This is an optimization exercise on Yosys and OpenROAD, whose aim is small area, not a production implementation. Function was checked by simulation only, so behaviour that the tests miss may differ from the original. Power figures rest on the tool's default switching activity, not on a simulated workload.

## epd_ctrl
module epd_ctrl (
    input  wire        clk,
    input  wire        rst,
    input  wire        bus_valid,
    input  wire        bus_write,
    input  wire [2:0]  bus_addr,
    input  wire [31:0] bus_wdata,
    output wire        bus_ready,
    output reg  [31:0] bus_rdata,
    output wire        pin_drv_en,
    output wire        pin_vdd,
    output wire        pin_vneg,
    output wire        pin_vpos,
    output wire        pin_le,
    output wire        pin_oe,
    output wire        pin_cl,
    output wire        pin_sph,
    output wire [7:0]  pin_d,
    output wire        pin_ckv,
    output wire        pin_gmode,
    output wire        pin_spv
);
    localparam N = 6;
    localparam [1:0] PWR_ON = 2'd3;
    localparam OP_NONE   = 4'd15;
    localparam OP_SET    = 4'd0;
    localparam OP_QCLK   = 4'd2;
    localparam OP_VSTART = 4'd3;
    localparam OP_VSTOP  = 4'd4;
    localparam OP_VWRITE = 4'd5;
    localparam OP_VSKIP  = 4'd6;
    localparam OP_VBULK  = 4'd7;
    localparam OP_HSTART = 4'd8;
    localparam OP_HWRITE = 4'd9;
    localparam OP_HSTOP  = 4'd10;
    localparam OP_GROUND = 4'd11;
    localparam [4:0] A_VDD0 = {4'd0, 1'b0}, A_VDD1 = {4'd0, 1'b1};
    localparam [4:0] A_VNEG0 = {4'd1, 1'b0}, A_VNEG1 = {4'd1, 1'b1};
    localparam [4:0] A_VPOS0 = {4'd2, 1'b0}, A_VPOS1 = {4'd2, 1'b1};
    localparam [4:0] A_OE0 = {4'd4, 1'b0}, A_OE1 = {4'd4, 1'b1};
    localparam S_IDLE      = 6'd0;
    localparam S_INIT      = 6'd1;
    localparam S_POFF0     = 6'd2;
    localparam S_POFF1     = 6'd3;
    localparam S_POFF2     = 6'd4;
    localparam S_POFF3     = 6'd5;
    localparam S_POFF4     = 6'd6;
    localparam S_BOARD     = 6'd7;
    localparam S_B1        = 6'd8;
    localparam S_B2        = 6'd9;
    localparam S_B3        = 6'd10;
    localparam S_B4        = 6'd11;
    localparam S_CMAP      = 6'd12;
    localparam S_FL_RET    = 6'd13;
    localparam S_FL        = 6'd14;
    localparam S_PASS      = 6'd15;
    localparam S_ROW       = 6'd16;
    localparam S_SKIP      = 6'd17;
    localparam S_LINE      = 6'd18;
    localparam S_BYTE      = 6'd19;
    localparam S_HSTOP     = 6'd20;
    localparam S_VW        = 6'd21;
    localparam S_NROW      = 6'd22;
    localparam S_VSTOP     = 6'd23;
    localparam S_DR        = 6'd24;
  ...
export LEC_CHECK = 0
export CAP_MARGIN = 20
export CORE_MARGIN = 2
export CORE_UTILIZATION = 60
export PLACE_DENSITY = 0.75
export SLEW_MARGIN = 20
create_clock -name core_clock -period 10.0 [get_ports {clk}]
standard.sh (not shown) runs the stock make flow with config.mk's settings and CLKGATE_MAP_FILE= SYNTH_SCRIPT=/design/flow/synth_recipe.tcl, a recipe that flattens the netlist after the stock synthesis.
==> flow/flow/run.sh <==
#!/bin/bash
# Own layout flow: the standard layout (standard.sh), with these changes in how
# the layout is made:
#  - synthesis is the standard synthesis (synth_recipe.tcl), except that ABC maps
#    the combinational logic with an area-oriented script (flow/area.abc);
#    registers, their names and cell types are those of the standard synthesis;
#  - clock tree synthesis runs without dummy loads and with small clock buffers;
#  - the port buffers are the smallest buffer cell.
# Each tool's full output goes to a log file in the work folder.
set -euo pipefail
W=$(pwd)
cat > "$W/own_synth.tcl" <<EOT
proc abc {args} {
  set i [lsearch \$args -script]
  if {\$i >= 0} { lset args [expr {\$i + 1}] {$W/flow/area.abc} }
  yosys abc {*}\$args
}
source {$W/synth_recipe.tcl}
EOT
sed "s#SYNTH_SCRIPT=[^ ]*synth_recipe.tcl#SYNTH_SCRIPT=$W/own_synth.tcl#" standard.sh > own_standard.sh
grep -q "SYNTH_SCRIPT=$W/own_synth.tcl" own_standard.sh
export CTS_ARGS="-sink_clustering_enable -repair_clock_nets -dont_use_dummy_load -sink_clustering_size 10 -sink_clustering_max_diameter 45 -buf_list {sky130_fd_sc_hd__clkbuf_4}"
export BUFFER_PORTS_ARGS="-inputs -outputs -buffer_cell sky130_fd_sc_hd__buf_1"
bash own_standard.sh synth > synth.log 2>&1
bash own_standard.sh > layout.log 2>&1
test -s out/final.def
==> flow/flow/area.abc <==
strash
&get -n
&dch -f
&nf -a -R 1000
&put
strash
&get -n
&dch -f
&nf -a -R 1000
&put
topo
The baseline completed with no timing, DRC or antenna violations.
Next try:
--- a/flow/design.v
+++ b/flow/design.v
@@ -92,15 +92,15 @@
     reg        drv_en;
     reg [2:0]  cursor;
     reg [3:0]  ctile [0:N-1];
     reg [1:0]  wc;        
     reg [1:0]  by;        
     reg [2:0]  dy;        
     reg [4:0]  cnt;       
-    reg [3:0]  sc;        
+    wire [3:0] sc = {wc, by};    
     reg [3:0]  s_op;
     reg [4:0]  s_arg;
     reg [8:0]  s_end;
     always @(*) begin
         s_op  = OP_NONE;
         s_arg = 5'd0;
         s_end = 9'd0;
@@ -411,15 +411,15 @@
                     case (op)
                         3'd1: begin
                             power     <= 2'd0;
                             init_done <= 1'b1;
                             state     <= S_IDLE;
                         end
                         3'd5: begin
-                            sc    <= 4'd0;
+                            {wc, by} <= 4'd0;
                             state <= S_LINE;
                         end
                         default: state <= S_FL_RET;
                     endcase
                 end
                 S_FL_RET: begin
                     case (op)
@@ -429,15 +429,15 @@
                     endcase
                 end
                 S_FL: begin
                     wc    <= 2'd0;
                     state <= S_PASS;
                 end
                 S_PASS: begin
-                    by    <= 2'd0;
+                    if (op != 3'd5) by <= 2'd0;
                     cnt   <= 5'd0;
                     state <= (op == 3'd5) ? S_SC_BULK : pon ? S_PON6 : S_ROW;
                 end
                 S_ROW: begin
                     cnt <= 5'd0;
                     dy  <= 3'd0;
                     state <= row_resident ? S_LINE : S_SKIP;
@@ -460,15 +460,15 @@
                     state <= (dy == 3'd7) ? S_NROW : S_LINE;
                 end
                 S_NROW: begin
                     by <= by + 2'd1;
                     state <= (by == 2'd3) ? S_VSTOP : S_ROW;
                 end
                 S_VSTOP: begin
-                    wc <= wc + 2'd1;
+                    if (op != 3'd5) wc <= wc + 2'd1;
                     if (op == 3'd5)
                         state <= S_SC_OE0;
                     else if (pon) begin
                         power <= mode;
                         state <= S_IDLE;
                     end else
                         state <= (wc == 2'd3) ? S_CMAP : S_PASS;
@@ -512,15 +512,15 @@
                 S_SC_OE1:   state <= S_PASS;
                 S_SC_BULK: begin
                     cnt <= cnt + 5'd1;
                     state <= (cnt == 5'd31) ? S_VSTOP : S_SC_BULK;
                 end
                 S_SC_OE0:   state <= S_SC_WAIT;
                 S_SC_WAIT: begin
-                    sc <= sc + 4'd1;
+                    {wc, by} <= sc + 4'd1;
                     state <= (sc == 4'd10) ? S_IDLE : S_LINE;
                 end
                 default: state <= S_IDLE;
             endcase
         end
     end
 endmodule
Outcome: Via count shrinks by 0.44%. Wire length climbs by 2.7%. Synthesized cell count barely changes. Design area decreases by 0.45%. Final cell count barely changes. Clock power is about the same. Worst hold slack improves by 0.023 ns. Clock-buffer cell count does not change. Global-route usage goes up by 0.94 points. Worst setup slack is worse by 0.38 ns. Die area goes down by 0.34%. Critical path depth increases by 3.

re-timing with driven ports:
The flow's constraints put no driver on any port. The routed layouts listed below were extracted and timed again, unchanged, in two steps.
Step 1 sets driving cells, clkbuf_16 on the clock port and buf_2 on the other inputs (assumed; they add their load-dependent delay and slew).
Step 2 adds t to the input delays and takes it off the output delays; t is the mean of the earliest and latest rising clock arrival at the registers after step 1. Input paths then give back, and output paths get back, about the clock's delay inside the block.
Slacks: no drivers / after step 1 / after step 2; pairs: no drivers / after step 1.
run	t (ns)	slack for setup (ns)	worst slew at a driven data input, ns
the first run	1.034	1.171 / 1.171 / 1.171	0.03
the second run	1.057	0.791 / 0.791 / 0.791	0.04
After both steps every run listed still meets setup and hold.
